Background: an optimization exercise with open tools, aiming at small area, a short achievable clock period and few clock cycles per item. Do not read the settings as production practice. In this exercise RTL edits were held to simulation tests only and were not proved equivalent to the original. Power figures rest on the tool's default switching activity, not on a simulated workload.

==> run R: inputs <==
## packed_array_indexer
module packed_array_indexer #(
    parameter W        = 64,
    parameter E        = 4,
    parameter CAPACITY = 500,
    parameter IDX_W    = 9
) (
    input  wire             clk,
    input  wire             rst,
    input  wire             req_valid,
    output wire             req_ready,
    input  wire [2:0]       req_op,
    input  wire [IDX_W-1:0] req_index,
    input  wire [W-1:0]     req_value,
    output wire             rsp_valid,
    input  wire             rsp_ready,
    output wire [1:0]       rsp_status,
    output wire             rsp_applied,
    output wire [W-1:0]     rsp_data
);
    localparam EPW       = W / E;                          
    localparam NUM_WORDS = (CAPACITY + EPW - 1) / EPW;     
    localparam [2:0] OP_AT = 3'd0, OP_SET = 3'd1, OP_INC = 3'd2, OP_DEC = 3'd3,
                     OP_SIZE = 3'd4, OP_RDWORD = 3'd5;
    localparam [1:0] ST_OK = 2'b00, ST_INDEX_OUT_OF_RANGE = 2'b01, ST_ILLEGAL_OP = 2'b10;
    reg pending;
    assign req_ready = !pending && !rst;
    assign rsp_valid = pending && !rst;
    wire accept = req_valid && !pending && !rst;
    always @(posedge clk) begin
        if (rst)
            pending <= 1'b0;
        else if (accept)
            pending <= 1'b1;
        else if (rsp_ready)
            pending <= 1'b0;
    end
    reg  [E*CAPACITY-1:0]  mem;
    wire [NUM_WORDS*W-1:0] words;     
    genvar k, s;
    generate
        for (k = 0; k < NUM_WORDS; k = k + 1) begin : g_w
            for (s = 0; s < EPW; s = s + 1) begin : g_s
                if (k * EPW + s < CAPACITY)
                    assign words[k*W + W-E*(s+1) +: E] = mem[E*(k*EPW+s) +: E];
                else
                    assign words[k*W + W-E*(s+1) +: E] = {E{1'b0}};
            end
        end
    endgenerate
    wire        is_rdw   = (req_op == OP_RDWORD);
    wire [4:0]  ridx     = is_rdw ? req_index[4:0] : req_index[8:4];
    wire [W-1:0] rword   = words[ridx*W +: W];
    wire elem_ok = req_index < CAPACITY;
    wire word_ok = req_index < NUM_WORDS;
    wire op_elem = !req_op[2];                     
    wire op_wr   = op_elem && (req_op[1:0] != 2'd0);
    reg  [W-1:0] wq;         
    reg  [3:0]   slot_q;
    reg  [4:0]   widx_q;
    reg  [1:0]   op_q;
  ...
==> module packed_array_indexer, before the edit <==
module packed_array_indexer #(
    parameter W        = 64,
    parameter E        = 4,
    parameter CAPACITY = 500,
    parameter IDX_W    = 9
) (
    input  wire             clk,
    input  wire             rst,
    input  wire             req_valid,
    output wire             req_ready,
    input  wire [2:0]       req_op,
    input  wire [IDX_W-1:0] req_index,
    input  wire [W-1:0]     req_value,
    output wire             rsp_valid,
    input  wire             rsp_ready,
    output wire [1:0]       rsp_status,
    output wire             rsp_applied,
    output wire [W-1:0]     rsp_data
);
    localparam EPW       = W / E;                          
    localparam NUM_WORDS = (CAPACITY + EPW - 1) / EPW;     
    localparam [2:0] OP_AT = 3'd0, OP_SET = 3'd1, OP_INC = 3'd2, OP_DEC = 3'd3,
                     OP_SIZE = 3'd4, OP_RDWORD = 3'd5;
    localparam [1:0] ST_OK = 2'b00, ST_INDEX_OUT_OF_RANGE = 2'b01, ST_ILLEGAL_OP = 2'b10;
    reg pending;
    assign req_ready = !pending && !rst;
    assign rsp_valid = pending && !rst;
    wire accept = req_valid && !pending && !rst;
    always @(posedge clk) begin
        if (rst)
            pending <= 1'b0;
        else if (accept)
            pending <= 1'b1;
        else if (rsp_ready)
            pending <= 1'b0;
    end
    reg  [E*CAPACITY-1:0]  mem;
    wire [NUM_WORDS*W-1:0] words;     
    genvar k, s;
    generate
        for (k = 0; k < NUM_WORDS; k = k + 1) begin : g_w
            for (s = 0; s < EPW; s = s + 1) begin : g_s
                if (k * EPW + s < CAPACITY)
                    assign words[k*W + W-E*(s+1) +: E] = mem[E*(k*EPW+s) +: E];
                else
                    assign words[k*W + W-E*(s+1) +: E] = {E{1'b0}};
            end
        end
    endgenerate
    wire        is_rdw   = (req_op == OP_RDWORD);
    wire [4:0]  ridx     = is_rdw ? req_index[4:0] : req_index[8:4];
    wire [W-1:0] rword   = words[ridx*W +: W];
    wire elem_ok = req_index < CAPACITY;
    wire word_ok = req_index < NUM_WORDS;
    wire op_elem = !req_op[2];                     
    wire op_wr   = op_elem && (req_op[1:0] != 2'd0);
    reg  [W-1:0] wq;         
    reg  [3:0]   slot_q;
    reg  [4:0]   widx_q;
    reg  [1:0]   op_q;
    reg  [E-1:0] val_q;
    reg          big_q;      
    reg          elem_q;     
    reg          rdw_q;      
    reg          size_q;
    reg  [1:0]   st_q;
    reg          wr_q;       
    always @(posedge clk) begin
        if (accept) begin
            wq     <= rword;
            slot_q <= req_index[3:0];
            widx_q <= req_index[8:4];
            op_q   <= req_op[1:0];
            val_q  <= req_value[E-1:0];
            big_q  <= |req_value[W-1:E];
            elem_q <= op_elem && elem_ok;
            rdw_q  <= is_rdw && word_ok;
            size_q <= (req_op == OP_SIZE);
            st_q   <= req_op[2] & req_op[1]          ? ST_ILLEGAL_OP :
                      (op_elem && !elem_ok) ||
                      (is_rdw && !word_ok)           ? ST_INDEX_OUT_OF_RANGE : ST_OK;
        end
    end
    always @(posedge clk) begin
        if (rst)
            wr_q <= 1'b0;
        else if (accept)
            wr_q <= op_wr && elem_ok;
    end
    wire [E-1:0] cur = wq[W-E*(slot_q+1) +: E];
    reg  [E-1:0] res;
    reg          app;
    always @(*) begin
        res = cur;
        app = 1'b0;
        case (op_q)
            2'd1: if (!big_q)        begin res = val_q;       app = 1'b1; end
            2'd2: if (cur != 4'hF)   begin res = cur + 1'b1;  app = 1'b1; end
            2'd3: if (cur != 4'h0)   begin res = cur - 1'b1;  app = 1'b1; end
            default: ;
        endcase
    end
    assign rsp_status  = st_q;
    assign rsp_applied = elem_q && app;
    assign rsp_data    = rdw_q  ? wq :
                         elem_q ? {{(W-E){1'b0}}, res} :
                         size_q ? CAPACITY : {W{1'b0}};
    reg [W-1:0] mword;
    integer j;
    always @(*) begin
        for (j = 0; j < EPW; j = j + 1)
            mword[W-E*(j+1) +: E] = (slot_q == j) ? res : wq[W-E*(j+1) +: E];
    end
    wire [W-1:0] wdata = rst ? {W{1'b0}} : mword;
    generate
        for (k = 0; k < NUM_WORDS; k = k + 1) begin : g_wr
            wire wen = rst || (wr_q && widx_q == k);
            for (s = 0; s < EPW; s = s + 1) begin : g_ws
                if (k * EPW + s < CAPACITY) begin : g_e
                    always @(posedge clk)
                        if (wen)
                            mem[E*(k*EPW+s) +: E] <= wdata[W-E*(s+1) +: E];
                end
            end
        end
    endgenerate
endmodule
==> flow/config.mk <==
export PLATFORM = sky130hd
export DESIGN_NAME = packed_array_indexer
export DESIGN_NICKNAME = packed_array_indexer
export VERILOG_FILES = /design/flow/design.v
export SDC_FILE = /design/flow/constraint.sdc
export NUM_CORES = 4
export LEC_CHECK = 0
export CAP_MARGIN = 20
export CORE_MARGIN = 2
export CORE_UTILIZATION = 35
export PLACE_DENSITY = 0.5
export SLEW_MARGIN = 20
==> flow/constraint.sdc <==
create_clock -name core_clock -period 7.5 [get_ports {clk}]
set_input_delay 1.5000 -clock core_clock [delete_from_list [all_inputs] [get_ports {clk}]]
set_output_delay 1.5000 -clock core_clock [all_outputs]
set_load 0.01 [all_outputs]
run.sh (not shown) runs the stock make flow with config.mk's settings and CLKGATE_MAP_FILE= SYNTH_SCRIPT=/design/flow/synth_recipe.tcl, a recipe that flattens the netlist after the stock synthesis.
==> run D: changes against run R <==
--- a/flow/design.v
+++ b/flow/design.v
@@ -48,20 +48,45 @@
         end
     endgenerate
-    wire        is_rdw   = (req_op == OP_RDWORD);
-    wire [4:0]  ridx     = is_rdw ? req_index[4:0] : req_index[8:4];
-    wire [W-1:0] rword   = words[ridx*W +: W];
-    wire elem_ok = req_index < CAPACITY;
-    wire word_ok = req_index < NUM_WORDS;
-    wire op_elem = !req_op[2];                     
-    wire op_wr   = op_elem && (req_op[1:0] != 2'd0);
+    wire        is_rdw  = (req_op == OP_RDWORD);
+    wire        elem_ok = req_index < CAPACITY;
+    wire        word_ok = req_index < NUM_WORDS;
+    wire        op_elem = !req_op[2];                     
+    wire        op_wr   = op_elem && (req_op[1:0] != 2'd0);
+    wire [NUM_WORDS-1:0] rsel;       
+    wire [EPW-1:0]       ssel;       
+    pai_decode u_dec (
+        .idx(req_index), .is_rdw(is_rdw), .rsel(rsel), .ssel(ssel)
+    );
+    wire [W-1:0] rword;
+    genvar b;
+    for (b = 0; b < W; b = b + 1) begin : g_rd
+        wire [NUM_WORDS-1:0] col;
+        for (k = 0; k < NUM_WORDS; k = k + 1) begin : g_c
+            assign col[k] = words[k*W + b];
+        end
+        pai_andor #(.N(NUM_WORDS)) u_or (.d(col), .sel(rsel), .y(rword[b]));
+    end
+    wire [E-1:0] cur;
+    for (b = 0; b < E; b = b + 1) begin : g_el
+        wire [EPW-1:0] col;
+        for (k = 0; k < EPW; k = k + 1) begin : g_c
+            assign col[k] = rword[W-E*(k+1) + b];
+        end
+        pai_andor #(.N(EPW)) u_or (.d(col), .sel(ssel), .y(cur[b]));
+    end
+    wire big    = |req_value[W-1:E];
+    wire elem   = op_elem && elem_ok;
+    wire m_keep = elem && (req_op[1:0] == 2'd0 || (req_op[1:0] == 2'd1 && big));
+    wire m_set  = elem && req_op[1:0] == 2'd1 && !big;
+    wire m_inc  = elem && req_op[1:0] == 2'd2;
+    wire m_dec  = elem && req_op[1:0] == 2'd3;
+    wire m_size = (req_op == OP_SIZE);
     reg  [W-1:0] wq;         
+    reg  [E-1:0] cur_q;      
+    reg  [E-1:0] val_q;
+    reg          keep_q, set_q, inc_q, dec_q, size_q;    
     reg  [3:0]   slot_q;
     reg  [4:0]   widx_q;
-    reg  [1:0]   op_q;
-    reg  [E-1:0] val_q;
-    reg          big_q;      
-    reg          elem_q;     
     reg          rdw_q;      
-    reg          size_q;
     reg  [1:0]   st_q;
     reg          wr_q;       
@@ -69,12 +94,14 @@
         if (accept) begin
             wq     <= rword;
+            cur_q  <= cur;
+            val_q  <= req_value[E-1:0];
+            keep_q <= m_keep;
+            set_q  <= m_set;
+            inc_q  <= m_inc;
+            dec_q  <= m_dec;
+            size_q <= m_size;
             slot_q <= req_index[3:0];
             widx_q <= req_index[8:4];
-            op_q   <= req_op[1:0];
-            val_q  <= req_value[E-1:0];
-            big_q  <= |req_value[W-1:E];
-            elem_q <= op_elem && elem_ok;
             rdw_q  <= is_rdw && word_ok;
-            size_q <= (req_op == OP_SIZE);
             st_q   <= req_op[2] & req_op[1]          ? ST_ILLEGAL_OP :
                       (op_elem && !elem_ok) ||
@@ -88,27 +115,21 @@
             wr_q <= op_wr && elem_ok;
     end
-    wire [E-1:0] cur = wq[W-E*(slot_q+1) +: E];
-    reg  [E-1:0] res;
-    reg          app;
-    always @(*) begin
-        res = cur;
-        app = 1'b0;
-        case (op_q)
-            2'd1: if (!big_q)        begin res = val_q;       app = 1'b1; end
-            2'd2: if (cur != 4'hF)   begin res = cur + 1'b1;  app = 1'b1; end
-            2'd3: if (cur != 4'h0)   begin res = cur - 1'b1;  app = 1'b1; end
-            default: ;
-        endcase
-    end
+    wire [E-1:0] lo;         
+    wire         app;
+    pai_exec u_exec (
+        .cur(cur_q), .val(val_q),
+        .m_keep(keep_q), .m_set(set_q), .m_inc(inc_q), .m_dec(dec_q),
+        .m_size(size_q), .res(lo), .app(app)
+    );
     assign rsp_status  = st_q;
-    assign rsp_applied = elem_q && app;
-    assign rsp_data    = rdw_q  ? wq :
-                         elem_q ? {{(W-E){1'b0}}, res} :
-                         size_q ? CAPACITY : {W{1'b0}};
+    assign rsp_applied = app;
+    assign rsp_data[W-1:9] = wq[W-1:9] & {(W-9){rdw_q}};
+    assign rsp_data[8:4]   = (wq[8:4] & {5{rdw_q}}) | {5{size_q}};
+    assign rsp_data[3:0]   = (wq[3:0] & {E{rdw_q}}) | lo;
     reg [W-1:0] mword;
     integer j;
     always @(*) begin
         for (j = 0; j < EPW; j = j + 1)
-            mword[W-E*(j+1) +: E] = (slot_q == j) ? res : wq[W-E*(j+1) +: E];
+            mword[W-E*(j+1) +: E] = (slot_q == j) ? lo : wq[W-E*(j+1) +: E];
     end
     wire [W-1:0] wdata = rst ? {W{1'b0}} : mword;
@@ -126,2 +147,42 @@
     endgenerate
 endmodule
+module pai_decode (
+    input  wire [8:0]  idx,
+    input  wire        is_rdw,
+    output wire [31:0] rsel,
+    output wire [15:0] ssel
+);
+    wire [31:0] sel_elem = 32'd1 << idx[8:4];
+    wire [31:0] sel_word = 32'd1 << idx[4:0];
+    assign rsel = is_rdw ? sel_word : sel_elem;
+    assign ssel = 16'd1 << idx[3:0];
+endmodule
+module pai_andor #(
+    parameter N = 32
+) (
+    input  wire [N-1:0] d,
+    input  wire [N-1:0] sel,
+    output wire         y
+);
+    assign y = |(d & sel);
+endmodule
+module pai_exec (
+    input  wire [3:0] cur,
+    input  wire [3:0] val,
+    input  wire       m_keep,
+    input  wire       m_set,
+    input  wire       m_inc,
+    input  wire       m_dec,
+    input  wire       m_size,
+    output wire [3:0] res,
+    output wire       app
+);
+    wire       all1 = &cur;
+    wire       all0 = ~|cur;
+    wire [3:0] inc = all1 ? cur : cur ^ {&cur[2:0], &cur[1:0], cur[0], 1'b1};
+    wire [3:0] dec = all0 ? cur : cur ^ {~|cur[2:0], ~|cur[1:0], ~cur[0], 1'b1};
+    assign res = ({4{m_keep}} & cur) | ({4{m_set}} & val) |
+                 ({4{m_inc}}  & inc) | ({4{m_dec}} & dec) |
+                 {1'b0, m_size, 2'b00};
+    assign app = m_set | (m_inc & ~all1) | (m_dec & ~all0);
+endmodule
- CORE_UTILIZATION: 35 -> 40
- CTS_BUF_LIST: unset -> sky130_fd_sc_hd__clkbuf_16
- CTS_CLUSTER_DIAMETER: unset -> 60
- CTS_CLUSTER_SIZE: unset -> 24
- PLACE_DENSITY: 0.5 -> 0.55
- SETUP_SLACK_MARGIN: unset -> 4.0
- SYNTH_HIERARCHICAL: unset -> 1
==> run notes <==
In run D the first-iteration DRC count is higher than in run R, by about 70%.
In run R the via count is smaller than in run D, by 9.5%.
Of run D and run R, run D has the higher maximum frequency (gap 57%, measured against run R).
Against run D, the power of run R is higher by about 11%.
In run R the routed wire length is lower than in run D, by about 12%.
Of run R and run D, run D has the higher global-route usage (gap 7.8 points).
Against run R, the flip-flop and latch count of run D is higher by 4.
Worst setup slack: run R is worse than run D (2.6 ns).
Testbench counts of run R, summed over its fixed seeds: cycles 64,000, items 32,000.
Testbench counts of run D, summed over its fixed seeds: cycles 64,000, items 32,000.

## what the ideal ports hide
Ports are ideal in the flow. The routed layouts listed here were re-timed in OpenROAD. Step 1 (the two cells are an assumption about what drives the block):
set clk [get_ports {clk}]
set_driving_cell -lib_cell sky130_fd_sc_hd__clkbuf_16 $clk
set_driving_cell -lib_cell sky130_fd_sc_hd__buf_2 [delete_from_list [all_inputs] $clk]
Step 2 adds t to the input delays and takes it off the output delays; t is the mean of the earliest and latest rising clock arrival at the registers after step 1. Input paths then give back, and output paths get back, about the clock's delay inside the block. Three values: ideal, step 1, step 2; two values: the first two.
run	t (ns)	setup WS [ns]	hold WS [ns]	slew at the worst register clock pin (ns)	worst data-port slew with drivers (ns)
run R	0.932	0.282 / 0.200 / 1.132	0.516 / 0.516 / 0.516	0.07 / 0.07	0.04
run D	0.875	2.911 / 2.940 / 2.065	0.497 / 0.497 / 0.497	0.10 / 0.10	0.32
After both steps every run listed still meets setup and hold. The setup slack of run D, which loses most, moves by +0.029 ns with the drivers and by -0.846 ns with both steps.
